This is an optimization exercise on Yosys and OpenROAD, whose aim is small area, not a production implementation. The RTL was checked by simulation tests, not by an equivalence proof against the original design. The clock port is modelled as an ideal driver; clocking choices that lean on that would not hold on a real chip. Power is estimated from default activity; no workload was simulated.

### design/flow/standard.sh
#!/bin/bash
# synth_recipe.tcl (not shown) runs the flow's synth.tcl, then flattens the netlist and writes it again
# the make line also repeats each setting of config.mk as NAME=value (left out here)
make -C /OpenROAD-flow-scripts/flow DESIGN_CONFIG=/design/flow/config.mk WORK_HOME=/design/flow/orfs CLKGATE_MAP_FILE= SYNTH_SCRIPT=/design/flow/synth_recipe.tcl "${@:-finish}"
### design/flow/flow/post_cts.tcl
set upsized 0
foreach inst [get_cells *] {
  if {[get_property $inst ref_name] ne "sky130_fd_sc_hd__clkbuf_4"} { continue }
  set opin [get_pins -of_objects $inst -filter "direction == output"]
  set net [get_nets -of_objects $opin]
  set loads [get_pins -of_objects $net -filter "direction == input"]
  if {[llength $loads] >= 10} {
    replace_cell $inst sky130_fd_sc_hd__clkbuf_8
    incr upsized
  }
}
puts "post_cts: upsized $upsized clock buffers"
if {$upsized > 0} {
  detailed_placement
  check_placement -verbose
  estimate_parasitics -placement
}
### design/flow/flow/run.sh
#!/bin/bash
# The standard layout with three changes:
#  * after the standard synthesis, the combinational logic is re-mapped for
#    area with ABC (flip-flops and their names untouched, see remap.sh);
#  * the port buffers are the smallest buffer cell;
#  * the clock tree uses clkbuf_4 cells and no dummy loads, and a leaf that
#    drives many clock pins is upsized (see post_cts.tcl).
set -euo pipefail
cd "$(dirname "$0")/.."
work=$PWD
export POST_CTS_TCL="$work/flow/post_cts.tcl"
export BUFFER_PORTS_ARGS="-buffer_cell sky130_fd_sc_hd__buf_1"
export CTS_ARGS="-sink_clustering_enable -repair_clock_nets -dont_use_dummy_load -sink_clustering_size 10 -buf_list {sky130_fd_sc_hd__clkbuf_2 sky130_fd_sc_hd__clkbuf_4}"
res=$work/orfs/results/$FLOW_PLATFORM/ts100_fprog/base
lib=$FLOW_HOME/platforms/$FLOW_PLATFORM/lib/sky130_fd_sc_hd__tt_025C_1v80.lib

# 1. standard synthesis, up to the Yosys netlist
bash standard.sh "$res/1_2_yosys.v" > standard_synth.log 2>&1

# 2. area re-map of the combinational logic
cp "$res/1_2_yosys.v" "$work/synth_standard.v"
bash flow/remap.sh "$work/synth_standard.v" "$work/synth_remap.v" "$lib" > remap.log 2>&1
cp "$work/synth_remap.v" "$res/1_2_yosys.v"
touch "$res/1_2_yosys.v"

# 3. the rest of the standard layout
bash standard.sh finish > standard_flow.log 2>&1
### design/flow/design.v
module ts100_fprog (
    input  wire        clk,
    input  wire        rst_n,
    input  wire        h_valid,
    input  wire        h_write,
    input  wire [2:0]  h_size,
    input  wire [5:0]  h_addr,
    input  wire [31:0] h_wdata,
    output reg  [31:0] h_rdata,
    output wire        h_err,
    output wire [1:0]  a_op,
    output wire [31:0] a_addr,
    output wire [31:0] a_wdata,
    input  wire [31:0] a_rdata
);
    reg [31:0] fl_addr;
    reg [31:0] fl_data;
    reg [31:0] op_data;
    reg [13:2] op_addr;
    reg [4:0]  wcnt;
    reg [1:0]  os;
    reg        aw;
    reg        ck;
    reg        eop;
    reg        wrperr;
    reg        pgerr;
    reg        verr;
    reg        cmderr;
    reg [3:0]  errcode;
    wire bsy = os[1] | os[0];
    wire locked = ~bsy & aw;
    wire keyseq = ~bsy & ck;
    assign h_err = (h_size != 3'd4) | (h_addr[1:0] != 2'b00);
    wire       wr = h_valid & h_write & ~h_err;
    wire [3:0] ra = h_addr[5:2];
    wire wr_key  = wr & (ra == 4'h8);
    wire wr_cmd  = wr & (ra == 4'h9);
    wire wr_addr = wr & (ra == 4'hA);
    wire wr_data = wr & (ra == 4'hB);
    wire wr_stat = wr & (ra == 4'hC);
    wire [31:0] stat_val = {14'd0, os, 3'd0, keyseq, errcode, 1'b0,
                            cmderr, verr, pgerr, wrperr, eop, locked, bsy};
    always @(*) begin
        case (ra)
            4'hA:    h_rdata = fl_addr;
            4'hB:    h_rdata = fl_data;
            4'hC:    h_rdata = stat_val;
            default: h_rdata = 32'd0;
        endcase
    end
    wire in_range  = (fl_addr[31:14] == 18'h02000);
    wire page_algn = (fl_addr[9:0] == 10'd0);
    wire word_algn = (fl_addr[1:0] == 2'd0);
    wire page_wrp  = (fl_addr[13:10] == 4'h0) | (fl_addr[13:10] == 4'hF);
    wire c_res   = |h_wdata[31:2];
    wire c_any   = ~c_res & (h_wdata[1] | h_wdata[0]);    
    wire c_op    = ~c_res & (h_wdata[1] ^ h_wdata[0]);    
    wire c_lk    = ~c_res & h_wdata[1] & h_wdata[0];      
    wire c_algn  = h_wdata[1] ? word_algn : page_algn;
    wire e_res   = wr_cmd & c_res;                                    
    wire e_busy  = wr_cmd & c_any & bsy;                              
    wire do_lock = wr_cmd & c_lk & ~bsy;
    wire c_run   = wr_cmd & c_op & ~bsy;
    wire e_lckd  = c_run & aw;                                        
    wire c_chk   = c_run & ~aw;
    wire e_range = c_chk & ~in_range;                                 
    wire e_align = c_chk & in_range & ~c_algn;                        
    wire e_wrp   = c_chk & in_range & c_algn & page_wrp;              
    wire accept  = c_chk & in_range & c_algn & ~page_wrp;
    wire k_act   = wr_key & locked;
    wire k_match = ((h_wdata & 32'h7777_7777) == 32'h4567_0123) &
                   ((h_wdata & 32'h8888_8888) == ({32{ck}} & 32'h8888_8888));
    wire e_key   = k_act & ~k_match;                                  
    wire tick = bsy & ~wr;
    assign a_op[1] = tick & ~aw & ~ck & (os[1] ^ os[0]);
    assign a_op[0] = tick & os[1] & (os[0] | ~aw);
    assign a_addr  = {18'h02000, op_addr, 2'b00};
    assign a_wdata = op_data;
    wire ones    = &a_rdata;
    wire match   = (a_rdata == op_data);
    wire st_ok   = ~a_rdata[1] & a_rdata[0];
    wire st_fail = a_rdata[1] & ~a_rdata[0];
    wire last_w  = &op_addr[9:2];
    wire tmo     = (wcnt == 5'b10000) & ~ck;  
    wire vfy     = tick & os[1] & os[0];
    wire e_ver   = vfy & (ck ? ~match : ~ones);                       
    wire v_done  = vfy & ~e_ver & (ck | last_w);
    wire v_next  = vfy & ~e_ver & ~ck & ~last_w;
    wire awt     = tick & aw;                 
    wire go_v    = awt & st_ok;
    wire e_fail  = awt & st_fail;                                     
    wire e_tmo   = awt & ~st_ok & ~st_fail & tmo;                     
    wire pchk    = tick & ~aw & ck & ~os[0];  
    wire e_ne    = pchk & ~ones;                                      
    wire issue   = tick & ~aw & ~ck & (os[1] ^ os[0]);
    wire finish  = e_ver | v_done | e_fail | e_tmo | e_ne;
    wire set_cmd = e_res | e_busy | e_lckd | e_key | e_range | e_align;
    wire set_pg  = e_ne | e_fail | e_tmo;
    wire raise   = set_cmd | e_wrp | set_pg | e_ver;
    wire [3:0] code;
    assign code[0] = e_res | e_lckd | e_range | e_wrp | (e_fail & ~os[1]) | e_tmo;
    assign code[1] = e_busy | e_lckd | e_align | e_wrp | (e_fail & os[1]) | e_tmo;
    assign code[2] = e_key | e_range | e_align | e_wrp | e_ver;
    assign code[3] = set_pg | e_ver;
    wire no_err  = ~wrperr & ~pgerr & ~verr & ~cmderr;
    wire w1c_clr = wr_stat & ~(wrperr & ~h_wdata[3]) & ~(pgerr & ~h_wdata[4]) &
                   ~(verr & ~h_wdata[5]) & ~(cmderr & ~h_wdata[6]);
    wire ea_ld = wr_addr & rst_n, ea_hd = ~wr_addr & rst_n;
    wire ed_ld = wr_data & rst_n, ed_hd = ~wr_data & rst_n;
    always @(posedge clk) begin
        fl_addr <= (h_wdata & {32{ea_ld}}) | (fl_addr & {32{ea_hd}});
        fl_data <= (h_wdata & {32{ed_ld}}) | (fl_data & {32{ed_hd}});
    end
    wire op_ld = accept & rst_n;
    wire op_in = v_next & rst_n;
    wire op_hd = ~accept & rst_n;
    wire ix_hd = ~accept & ~v_next & rst_n;
    wire [9:2] op_ix1 = op_addr[9:2] + 8'd1;
    always @(posedge clk) begin
        op_data        <= (fl_data & {32{op_ld}}) | (op_data & {32{op_hd}});
        op_addr[13:10] <= (fl_addr[13:10] & {4{op_ld}}) | (op_addr[13:10] & {4{op_hd}});
        op_addr[9:2]   <= (fl_addr[9:2] & {8{op_ld}}) | (op_ix1 & {8{op_in}}) |
                          (op_addr[9:2] & {8{ix_hd}});
    end
    always @(posedge clk) begin
        if (!aw)
            wcnt <= 5'd0;
        else if (tick)
            wcnt <= {wcnt[3:0], ck};
    end
    always @(posedge clk) begin
        if (!rst_n) begin
            aw <= 1'b1;
            ck <= 1'b0;
        end else if (accept) begin
            aw <= 1'b0;
            ck <= h_wdata[1];
        end else if (finish | do_lock) begin
            aw <= do_lock;
            ck <= 1'b0;
        end else if (k_act) begin
            aw <= ~(ck & k_match);
            ck <= ~ck & k_match;
        end else begin
            if (issue) aw <= 1'b1;
            if (awt) ck <= wcnt[4] ^ wcnt[3] ^ ({wcnt[3:0], ck} == 5'd0);
            if (go_v) begin
                aw <= 1'b0;
                ck <= os[1];
            end
            if (pchk) ck <= 1'b0;
        end
    end
    always @(posedge clk) begin
        if (!rst_n) begin
            os      <= 2'd0;
            eop     <= 1'b0;
            wrperr  <= 1'b0;
            pgerr   <= 1'b0;
            verr    <= 1'b0;
            cmderr  <= 1'b0;
            errcode <= 4'd0;
        end else begin
            if (accept)      os <= h_wdata[1:0];
            else if (finish) os <= 2'd0;
            else if (go_v)   os <= 2'd3;
            eop    <= (eop    & ~(wr_stat & h_wdata[2])) | v_done;
            wrperr <= (wrperr & ~(wr_stat & h_wdata[3])) | e_wrp;
            pgerr  <= (pgerr  & ~(wr_stat & h_wdata[4])) | set_pg;
            verr   <= (verr   & ~(wr_stat & h_wdata[5])) | e_ver;
            cmderr <= (cmderr & ~(wr_stat & h_wdata[6])) | set_cmd;
            if (raise & no_err) errcode <= code;
            else if (w1c_clr)   errcode <= 4'd0;
        end
    end
endmodule
### design/flow/flow/remap.sh
#!/bin/bash
# remap.sh IN.v OUT.v LIB
# Re-maps the combinational logic of a mapped netlist for area with ABC
# (&deepsyn, then &nf), from four random seeds in parallel, and keeps the
# smallest result. Every flip-flop and tie cell instance is kept as it is
# (same name, same cell), so the registers stay those of the standard
# synthesis. Each run's Yosys output goes to OUT.v.sN.log.
set -euo pipefail
in=$1; out=$2; lib=$3
yosys_bin=$(command -v yosys || echo "$FLOW_HOME/../tools/install/yosys/bin/yosys")
keep=$(grep -oE "sky130_fd_sc_hd__(df|edf|sdf|dl|conb)[a-z0-9_]*" "$in" | sort -u | tr '\n' ' ')
for s in 1 2 3 4; do
  cat > "$out.s$s.abc" <<EOT
&get -n
&st
&deepsyn -T 90 -S $s
&dch -f
&nf -R 1000 -p
&put
topo
EOT
  cat > "$out.s$s.ys" <<EOT
read_liberty -ignore_miss_func $lib
read_verilog $in
hierarchy -top $FLOW_TOP
setattr -mod -set keep_hierarchy 1 $keep
flatten
rename -hide w:*.*
opt_clean -purge
abc -liberty $lib -dont_use sky130_fd_sc_hd__probe_p_8 -dont_use sky130_fd_sc_hd__probec_p_8 -dont_use sky130_fd_sc_hd__lpflow_* -script $out.s$s.abc
splitnets
opt_clean -purge
hilomap -singleton -hicell sky130_fd_sc_hd__conb_1 HI -locell sky130_fd_sc_hd__conb_1 LO
insbuf -buf sky130_fd_sc_hd__buf_4 A X
blackbox $keep
tee -o $out.s$s.stat stat -liberty $lib
write_verilog -noattr -noexpr $out.s$s.v
EOT
  "$yosys_bin" -s "$out.s$s.ys" > "$out.s$s.log" 2>&1 &
done
wait
best=""; best_area=""
for s in 1 2 3 4; do
  a=$(grep -m1 "Chip area for module" "$out.s$s.stat" | awk '{print $NF}')
  echo "seed $s: area $a"
  if [[ -z "$best" ]] || awk -v a="$a" -v b="$best_area" 'BEGIN{exit !(a<b)}'; then best=$s; best_area=$a; fi
done
echo "kept seed $best ($best_area)"
cp "$out.s$best.v" "$out"
### design/flow/constraint.sdc
create_clock -name core_clock -period 10.0 [get_ports {clk}]
set_input_delay 2.0000 -clock core_clock [delete_from_list [all_inputs] [get_ports {clk}]]
set_output_delay 2.0000 -clock core_clock [all_outputs]
set_load 0.01 [all_outputs]
### design/flow/config.mk
export PLATFORM = sky130hd
export DESIGN_NAME = ts100_fprog
export DESIGN_NICKNAME = ts100_fprog
export VERILOG_FILES = /design/flow/design.v
export SDC_FILE = /design/flow/constraint.sdc
export NUM_CORES = 4
export LEC_CHECK = 0
export CAP_MARGIN = 20
export CORE_MARGIN = 2
export CORE_UTILIZATION = 40
export PLACE_DENSITY = 0.7
export SLEW_MARGIN = 20
==> tab_implementation.tex, run 1 <==
\begin{tabular}{lr}
\hline
Metric & Value \\
\hline
\multicolumn{2}{l}{\textbf{Drt}} \\
1st-pass router iterations & 5 \\
Via-to-Cell Ratio & 6.23 \\
Post-detailed-routing wire length & 20,200 um \\
Number of violations reported at the end of detailed-routing iteration 0 & 657 \\
Final antenna-violating net count & 0 \\
Vias & 5,771 \\
Number of design rule violations left after detail routing & 0 \\
Average wire length per cell after detail routing & 21.8 um \\
\multicolumn{2}{l}{\textbf{Timing}} \\
Setup repair after global routing missed its margin & no \\
Count of final setup violators & 0 \\
Count of final hold-check violations & 0 \\
Final worst hold slack & 477 ps \\
Sum Neg Setup Slack & 0 ps \\
Post-layout minimum cycle time & 5700 ps \\
Worst slew slack as a fraction of its limit & 40.8\% \\
Ratio of final minimum period to clock period & 57.0\% \\
Max Slew Vio Count & 0 \\
Maximum operating frequency & 175 MHz \\
Worst clock skew on the final layout & 31.4 ps \\
Transition at the pin with the smallest max-transition slack & 886 ps \\
\multicolumn{2}{l}{\textbf{Floorplanning}} \\
Placement Rows & 42 \\
Core region area & 13,300 sq um \\
Chip Width & 121 um \\
DIE AREA & 14,700 sq um \\
Number of ports placed on the die boundary & 176 \\
Initial cell density of the core & 41.2\% \\
Die outline height & 121 um \\
\multicolumn{2}{l}{\textbf{Worst hold path}} \\
Class of the worst hold path & flop to flop \\
\multicolumn{2}{l}{\textbf{Final layout}} \\
Diode insertion count for antenna repair & 0 \\
Fin nets & 830 \\
Commonest non-fill, non-tap cell in the layout & buf\_1 \\
Share of cells above drive strength 1 & 4.26\% \\
Layout overhead on the synthesized area & 17.5\% \\
Post-route cell area & 6440 sq um \\
Leading cell types in the layout, fill and taps excluded & buf\_1, dfxtp\_1, a22o\_1 \\
\multicolumn{2}{l}{\textbf{Global route}} \\
First-pass GRT wire length & 30,700 um \\
Overall global routing resource usage & 27.3\% \\
Vias in the first global route & 5,404 \\
Largest net degree at the start of global routing & 44 \\
Antenna violations before repair & 0 \\
Leftover overflow at the end of global routing & 0 \\
\multicolumn{2}{l}{\textbf{Placed design}} \\
Number of buffer cells added on primary ports & 155 \\
Sum of net half-perimeters after detailed placement & 15,300 um \\
Routability congestion estimate from global placement & 0.971 \\
Cell area reported after detailed placement & 6290 sq um \\
\multicolumn{2}{l}{\textbf{Logic synthesis}} \\
Synthesized instance count & 573 \\
Count of warnings emitted by yosys & 1 \\
Syn Area/Cell & 9.57 sq um \\
Area of the mapped netlist & 5480 sq um \\
\multicolumn{2}{l}{\textbf{Clocking}} \\
CTS clock-pin slew for the worst setup and hold paths & 60 ps \\
Clock latency on the worst-skew pair & 420 ps \\
Number of clock sinks seen by CTS & 126 \\
TritonCTS clock tree & built \\
\multicolumn{2}{l}{\textbf{Status}} \\
Run status & timing/DRC/antenna clean \\
\multicolumn{2}{l}{\textbf{Setup path}} \\
Crit path max fanout & 19 \\
Critical Path Sink Type & output pin \\
Kind of launch point of the worst setup path & primary input \\
Data arrival, critical path & 3700 ps \\
Critical path class & primary input to output pin \\
Worst endpoint required time & 8000 ps \\
\multicolumn{2}{l}{\textbf{Pwr}} \\
Worst VDD drop & 83.3 uV \\
Leakage power summed over all cells & 2.23 nW \\
Pwr per Cell Area & 126 nW/um\^{}2 \\
\multicolumn{2}{l}{\textbf{Flow run}} \\
Max capacitance violation total & 0 \\
\hline
\end{tabular}
## flip-flops by register name (all words and copies together) (netlist names), 2 cells and up
register / flops
op_addr: 12
wcnt: 5
os: 2
fl_addr: 32
fl_data: 32
errcode: 4
op_data: 32
## metrics by stage
| step | worst slack (ps) | utilization, % | total power, W | cells |
|---|---|---|---|---|
| floorplan | 3090 | - | 0.000541 | 591 |
| global placement | 4380 | 47.3 | 0.000569 | 910 |
| detailed placement | 4320 | 47.3 | 0.000570 | 910 |
| global route | 4190 | 48.5 | 0.000840 | 927 |
| finish | 4300 | 48.5 | 0.000812 | 927 |
## worst paths after layout
path                    start     endpoint  cells past startpoint  slack (ps)
setup / recovery    h_addr[5]  h_rdata[16]                      8        4300
hold / removal     errcode[2]   errcode[2]                      1         480
hold reg to reg    errcode[2]   errcode[2]                      1         480
setup reg to reg  op_data[26]           ck                     11        6510
## routing by layer
layer | part of all wire, % | global-route usage [%] | vias to the layer above
met5 | 0 | 0 | -
met4 | 2.4 | 10.2 | 0
met3 | 9.8 | 6.53 | 41
met2 | 45 | 41.3 | 378
met1 | 43 | 37.7 | 2763
li1 | - | - | 2589
## power by group
group / total, W / internal [W] / leakage (nW) / switching [W]
clock: 0.000252 / 0.0000957 / 0.0886 / 0.000157
combinational: 0.0000573 / 0.0000152 / 1.12 / 0.0000421
sequential: 0.000502 / 0.000502 / 1.01 / 0.000000591
total: 0.000812 / 0.000613 / 2.23 / 0.000199
## final cells by class
type,count,area [sq um]
timing repair buffer,163,642
multi-input combinational,399,2740
inverter,46,173
sequential,126,2520
tap,176,220
clock buffer,17,153
fill,1311,6850
## worst max-delay path: stages
cell and delay, ps:
buf_1 80, nor2b_1 270, nand2_1 150, nor2_2 480
buf_4 370, a222oi_1 140, clkinv_1 70, buf_1 140
==> run 2: changes to the inputs <==
--- a/design/flow/flow/post_cts.tcl
+++ b/design/flow/flow/post_cts.tcl
@@ -4,7 +4,7 @@
   set opin [get_pins -of_objects $inst -filter "direction == output"]
   set net [get_nets -of_objects $opin]
   set loads [get_pins -of_objects $net -filter "direction == input"]
-  if {[llength $loads] >= 10} {
+  if {[llength $loads] >= 11} {
     replace_cell $inst sky130_fd_sc_hd__clkbuf_8
     incr upsized
   }
--- a/design/flow/config.mk
+++ b/design/flow/config.mk
@@ -5,8 +5,8 @@
 export SDC_FILE = /design/flow/constraint.sdc
 export NUM_CORES = 4
 export LEC_CHECK = 0
-export CAP_MARGIN = 20
+export CAP_MARGIN = 0
 export CORE_MARGIN = 2
 export CORE_UTILIZATION = 40
 export PLACE_DENSITY = 0.7
-export SLEW_MARGIN = 20
+export SLEW_MARGIN = 0
==> run 2 against run 1 <==
  * Still clean on timing, DRC and antenna
  * Largest power group unchanged
  * Synthesized cell count unchanged
  * Clock skew increased by 3.0 ps
  * Count of clock-buffer cells in the layout unchanged
==> tab_implementation.tex, run 2 <==
\begin{tabular}{lr}
\hline
Metric & Value \\
\hline
\multicolumn{2}{l}{\textbf{Clocking}} \\
TritonCTS clock tree & built \\
Clock latency on the worst-skew pair & 420 ps (about the same) \\
CTS clock-pin slew for the worst setup and hold paths & 60 ps (about the same) \\
Number of clock sinks seen by CTS & 126 (unchanged) \\
\multicolumn{2}{l}{\textbf{Timing}} \\
Worst slew slack as a fraction of its limit & 42.0\% (+1.2 points) \\
Count of final hold-check violations & 0 (unchanged) \\
Count of final setup violators & 0 (unchanged) \\
Post-layout minimum cycle time & 5750 ps (+52.7 ps) \\
Worst clock skew on the final layout & 34.4 ps (+3.02 ps) \\
Post-layout worst setup margin & 4250 ps (-52.7 ps) \\
Transition at the pin with the smallest max-transition slack & 867 ps (-18.3 ps) \\
Max Slew Vio Count & 0 (unchanged) \\
Final worst hold slack & 473 ps (-3.63 ps) \\
Maximum operating frequency & 174 MHz (-0.92\%) \\
Setup repair after global routing missed its margin & no \\
Sum Neg Setup Slack & 0 ps (unchanged) \\
Ratio of final minimum period to clock period & 57.5\% (+0.53 points) \\
\multicolumn{2}{l}{\textbf{Global route}} \\
First-pass GRT wire length & 30,700 um (-0.16\%) \\
Overall global routing resource usage & 27.2\% (-0.070 points) \\
Vias in the first global route & 5,412 (+0.15\%) \\
Antenna violations before repair & 0 (unchanged) \\
Largest net degree at the start of global routing & 44 (unchanged) \\
Leftover overflow at the end of global routing & 0 (unchanged) \\
\multicolumn{2}{l}{\textbf{Placed design}} \\
Placement-stage worst setup slack & 4320 ps (unchanged) \\
Routability congestion estimate from global placement & 0.971 (unchanged) \\
Sum of net half-perimeters after detailed placement & 15,300 um (unchanged) \\
Number of buffer cells added on primary ports & 155 (unchanged) \\
Number of placed instances with taps included & 910 (unchanged) \\
\multicolumn{2}{l}{\textbf{Floorplanning}} \\
Placement Rows & 42 (unchanged) \\
Number of ports placed on the die boundary & 176 (unchanged) \\
DIE AREA & 14,700 sq um (unchanged) \\
Chip Width & 121 um (unchanged) \\
Core region area & 13,300 sq um (unchanged) \\
Initial cell density of the core & 41.2\% (unchanged) \\
Die outline height & 121 um (unchanged) \\
\multicolumn{2}{l}{\textbf{Final layout}} \\
Share of cells above drive strength 1 & 4.26\% (unchanged) \\
\# fillers & 1,312 (+0.076\%) \\
Diode insertion count for antenna repair & 0 (unchanged) \\
Layout overhead on the synthesized area & 17.2\% \\
Fin nets & 830 (unchanged) \\
Registers with the most flip-flops & fl\_addr x32, fl\_data x32, op\_data x32 \\
Commonest non-fill, non-tap cell in the layout & buf\_1 \\
Leading cell types in the layout, fill and taps excluded & buf\_1, dfxtp\_1, a22o\_1 \\
Final cell count without fillers & 927 (unchanged) \\
\multicolumn{2}{l}{\textbf{Setup path}} \\
Kind of launch point of the worst setup path & primary input \\
Crit path max fanout & 19 (unchanged) \\
Critical Path Sink Type & output pin \\
Data arrival, critical path & 3750 ps (+50 ps) \\
Critical path class & primary input to output pin \\
Worst endpoint required time & 8000 ps (about the same) \\
\multicolumn{2}{l}{\textbf{Drt}} \\
Vias & 5,794 (+0.40\%) \\
Via-to-Cell Ratio & 6.25 (+0.40\%) \\
Number of design rule violations left after detail routing & 0 (unchanged) \\
1st-pass router iterations & 7 (+2) \\
Final antenna-violating net count & 0 (unchanged) \\
Average wire length per cell after detail routing & 21.7 um (-0.17\%) \\
Number of violations reported at the end of detailed-routing iteration 0 & 754 (+15\%) \\
Post-detailed-routing wire length & 20,100 um (-0.17\%) \\
\multicolumn{2}{l}{\textbf{Logic synthesis}} \\
Synthesized instance count & 573 (unchanged) \\
Syn Area/Cell & 9.57 sq um (unchanged) \\
Area of the mapped netlist & 5480 sq um (unchanged) \\
Count of warnings emitted by yosys & 1 (unchanged) \\
\multicolumn{2}{l}{\textbf{Worst hold path}} \\
Class of the worst hold path & flop to flop \\
\multicolumn{2}{l}{\textbf{Flow run}} \\
Max capacitance violation total & 0 (unchanged) \\
\multicolumn{2}{l}{\textbf{Pwr}} \\
Worst VDD drop & 78.7 uV (-5.5\%) \\
Leakage power summed over all cells & 2.22 nW (-0.35\%) \\
Pwr per Cell Area & 124 nW/um\^{}2 (-1.5\%) \\
\multicolumn{2}{l}{\textbf{Status}} \\
Run status & timing/DRC/antenna clean \\
\hline
\end{tabular}
[run 2: final cells by class]
class                   count  area, sq um  area share, %
well taps                 176          220           3.43
multi-input cells         399         2740           42.6
clock buffers              17          134           2.08
flip-flops and latches    126         2520           39.3
inverters                  46          173           2.69
repair buffers            163          642           9.99
[run 2: path summary, 6_finish.rpt]
kind,start,end,slack (ps),depth (start not counted)
setup / recovery,h_addr[5],h_rdata[17],4250,8
hold / removal,errcode[2],errcode[2],470,1
setup reg to reg,op_data[26],ck,6510,11
hold reg to reg,errcode[2],errcode[2],470,1
[run 2: power by group]
part	internal [W]	switching, W	total [W]
Combinational	0.0000152	0.0000421	0.0000574
Sequential	0.000502	0.000000586	0.000502
Clock	0.0000832	0.000155	0.000238
[run 2: per-stage QoR]
stage / power, W / utilization [%] / instance area (sq um)
final: 0.000798 / 48.3 / 6430
after global routing: 0.000824 / 48.3 / 6430
after detailed placement: 0.000570 / 47.3 / 6290
after global placement: 0.000569 / 47.3 / 6290
after floorplan: 0.000541 / - / 5550
[run 2: critical path, stage by stage]
cell and delay [ps]:
buf_1 80, nor2b_1 300, nand2_1 150, nor2_2 490
buf_4 360, a222oi_1 130, clkinv_1 70, buf_1 140
[run 2: routing by layer]
metal / wire (um) / track usage (%)
met5: 0 / 0
met2: 8980 / 41.4
met4: 563 / 10.2
met1: 8640 / 37.4
met3: 1960 / 6.53
==> run 3: changes to the inputs <==
--- a/design/flow/config.mk
+++ b/design/flow/config.mk
@@ -8,5 +8,5 @@
 export CAP_MARGIN = 0
 export CORE_MARGIN = 2
 export CORE_UTILIZATION = 40
-export PLACE_DENSITY = 0.7
+export PLACE_DENSITY = 0.76
 export SLEW_MARGIN = 0
==> run 3 against run 2 <==
  * Still clean on timing, DRC and antenna
  * Cell count did not move
  * Routed wire length decreased by 4.0%
  * Sequential share of layout area decreased by 0.11 points
  * Register-to-register slack worse by 20 ps
  * Core utilization rose by 0.13 points
  * Die area unchanged
  * Clock skew is 4.4 ps higher
  * Non-clock buffer count unchanged
  * Worst setup slack worse by 8.6 ps
  * Power up 1.9%
==> tab_implementation.tex, run 3 <==
\begin{tabular}{lr}
\hline
Metric & Value \\
\hline
\multicolumn{2}{l}{\textbf{Logic synthesis}} \\
Count of warnings emitted by yosys & 1 (unchanged) \\
Syn Area/Cell & 9.57 sq um (unchanged) \\
Synthesized instance count & 573 (unchanged) \\
Area of the mapped netlist & 5480 sq um (unchanged) \\
\multicolumn{2}{l}{\textbf{Timing}} \\
Count of final setup violators & 0 (unchanged) \\
Worst clock skew on the final layout & 38.8 ps (+4.38 ps) \\
Worst slew slack as a fraction of its limit & 18.4\% (-24 points) \\
Count of final hold-check violations & 0 (unchanged) \\
Maximum operating frequency & 174 MHz (-0.15\%) \\
Setup repair after global routing missed its margin & no \\
Ratio of final minimum period to clock period & 57.6\% (+0.086 points) \\
Max Slew Vio Count & 0 (unchanged) \\
Post-layout minimum cycle time & 5760 ps (+8.60 ps) \\
Sum Neg Setup Slack & 0 ps (unchanged) \\
Transition at the pin with the smallest max-transition slack & 1220 ps (+350 ps) \\
\multicolumn{2}{l}{\textbf{Final layout}} \\
\# fillers & 1,334 (+1.7\%) \\
Commonest non-fill, non-tap cell in the layout & buf\_1 \\
Registers with the most flip-flops & fl\_addr x32, fl\_data x32, op\_data x32 \\
Share of cells above drive strength 1 & 4.39\% (+0.13 points) \\
Layout overhead on the synthesized area & 17.5\% \\
Diode insertion count for antenna repair & 0 (unchanged) \\
Leading cell types in the layout, fill and taps excluded & buf\_1, dfxtp\_1, a22o\_1 \\
Fin nets & 830 (unchanged) \\
Post-route cell area & 6440 sq um (+0.27\%) \\
\multicolumn{2}{l}{\textbf{Global route}} \\
First-pass GRT wire length & 29,400 um (-4.4\%) \\
Antenna violations before repair & 0 (unchanged) \\
Largest net degree at the start of global routing & 44 (unchanged) \\
Overall global routing resource usage & 25.9\% (-1.3 points) \\
Vias in the first global route & 5,265 (-2.7\%) \\
Leftover overflow at the end of global routing & 0 (unchanged) \\
\multicolumn{2}{l}{\textbf{Pwr}} \\
Worst VDD drop & 66.9 uV (-15\%) \\
Switching power as a share of total power & 25.1\% (+0.31 points) \\
Net switching power figure & 0.000204 W (+3.1\%) \\
Sequential Power Share & 61.8\% (-1.2 points) \\
Portion of total power attributed to combinational logic & 7.1\% (about the same) \\
Pwr per Cell Area & 126 nW/um\^{}2 (+1.6\%) \\
Clock power frac & 31.1\% (+1.3 points) \\
Leakage power summed over all cells & 2.23 nW (+0.33\%) \\
Internal power summed over all cells & 0.000609 W (+1.4\%) \\
\multicolumn{2}{l}{\textbf{Setup path}} \\
Count of buffering cells on the critical path with inverters included & 3 (-1) \\
Kind of launch point of the worst setup path & primary input \\
Family of cells with the greatest summed delay on the critical path & simple AND/OR/NAND/NOR gates \\
Max stage delay on crit path & 1010 ps (+520 ps) \\
Most common cell type on the critical path & buf\_1 \\
Data arrival, critical path & 3760 ps (about the same) \\
Critical Path Sink Type & output pin \\
Library cell contributing the largest single delay on the critical path & nor3\_2 \\
Crit path max fanout & 15 (-4) \\
Critical path class & primary input to output pin \\
Worst endpoint required time & 8000 ps (about the same) \\
CP Cell Sequence & buf\_1 > nor3\_2 > a222oi\_1 > clkinv\_1 > buf\_1 \\
\multicolumn{2}{l}{\textbf{Worst hold path}} \\
Class of the worst hold path & flop to flop \\
\multicolumn{2}{l}{\textbf{Floorplanning}} \\
DIE AREA & 14,700 sq um (unchanged) \\
Chip Width & 121 um (unchanged) \\
Die outline height & 121 um (unchanged) \\
Placement Rows & 42 (unchanged) \\
Core region area & 13,300 sq um (unchanged) \\
Number of ports placed on the die boundary & 176 (unchanged) \\
Initial cell density of the core & 41.2\% (unchanged) \\
\multicolumn{2}{l}{\textbf{Placed design}} \\
Sum of net half-perimeters after detailed placement & 14,200 um (-7.1\%) \\
Cell area reported after detailed placement & 6300 sq um (about the same) \\
Number of buffer cells added on primary ports & 155 (unchanged) \\
Routability congestion estimate from global placement & 1.01 (+4.5\%) \\
\multicolumn{2}{l}{\textbf{Status}} \\
Run status & timing/DRC/antenna clean \\
\multicolumn{2}{l}{\textbf{Drt}} \\
Average wire length per cell after detail routing & 20.9 um (-4.0\%) \\
Post-detailed-routing wire length & 19,300 um (-4.0\%) \\
Final antenna-violating net count & 0 (unchanged) \\
Number of violations reported at the end of detailed-routing iteration 0 & 734 (-2.7\%) \\
Via-to-Cell Ratio & 6.24 (-0.22\%) \\
1st-pass router iterations & 7 (unchanged) \\
Number of design rule violations left after detail routing & 0 (unchanged) \\
Vias & 5,781 (-0.22\%) \\
\multicolumn{2}{l}{\textbf{Flow run}} \\
Max capacitance violation total & 0 (unchanged) \\
\multicolumn{2}{l}{\textbf{Clocking}} \\
Clock latency on the worst-skew pair & 410 ps (about the same) \\
Number of clock sinks seen by CTS & 126 (unchanged) \\
CTS clock-pin slew for the worst setup and hold paths & 70 ps (about the same) \\
TritonCTS clock tree & built \\
\hline
\end{tabular}
-- run 3: stage by stage --
stage	hold slack (ps)	util, %	power, W	cells	worst slack [ps]
final	471	48.5	0.000812	927	4240
after global placement	447	47.4	0.000570	910	4290
after detailed placement	454	47.4	0.000570	910	4310
after global routing	500	48.5	0.000835	927	4160
after floorplan	426	-	0.000541	591	3090
-- run 3: area by class of cell --
cell class,count,area [sq um],share of cell area [%]
multi-input combinational,399,2740,42.5
sequential,126,2520,39.1
timing repair buffer,163,642,9.96
tap,176,220,3.42
inverter,46,173,2.68
clock buffer,17,146,2.27
-- run 3: final timing paths --
| check | start | to | slack [ps] | cells past startpoint |
|---|---|---|---|---|
| max | h_addr[2] | h_rdata[5] | 4240 | 5 |
| min | errcode[1] | errcode[1] | 470 | 2 |
| max reg2reg | op_data[26] | errcode[0] | 6490 | 13 |
| min reg2reg | errcode[1] | errcode[1] | 470 | 2 |
-- run 3: worst register-to-register path, delay by kind of cell (launching register included) --
kind            cells  cell delay [ps]
simple gates       10             2260
compound gates      3              670
flops               1              500
-- run 3: metal layers --
metal | up-vias | track usage [%] | wire length, um | share of wire [%]
li1 | 2584 | - | - | -
met1 | 2716 | 36.5 | 8000 | 41
met2 | 433 | 38.6 | 8440 | 44
met3 | 48 | 6.11 | 2320 | 12
met4 | 0 | 9.45 | 581 | 3.0
met5 | - | 0 | 0 | 0
-- run 3: power groups by stage --
stage | registers [W] | logic [W] | clock network, W
after floorplan | 0.000514 | 0.0000269 | 0
after global placement | 0.000514 | 0.0000559 | 0
after detailed placement | 0.000514 | 0.0000558 | 0
after global routing | 0.000503 | 0.0000614 | 0.000271
final | 0.000502 | 0.0000576 | 0.000252

what the ideal ports hide:
The flow's constraints put no driver on any port. The routed layouts listed below were extracted and timed again, unchanged, in two steps. Step 1 sets driving cells, clkbuf_16 on the clock port and buf_2 on the other inputs (assumed; they add their load-dependent delay and slew). Step 2 moves the port delays by t, midway between the first and last clock arrival at a register: inputs arrive t later, outputs are due t later. That takes back most of the time a late clock gives input paths. a / b / c = ideal ports / drivers / drivers and shift; a / b = the first two.
| run | shift t [ns] | slack for setup (ns) | worst slew at a driven data input, ns |
|---|---|---|---|
| run 1 | 0.442 | 4.300 / 4.278 / 4.278 | 0.05 |
| run 2 | 0.437 | 4.247 / 4.226 / 4.226 | 0.05 |
| run 3 | 0.431 | 4.238 / 4.216 / 4.216 | 0.05 |
After both steps setup and hold are still met in every run listed.
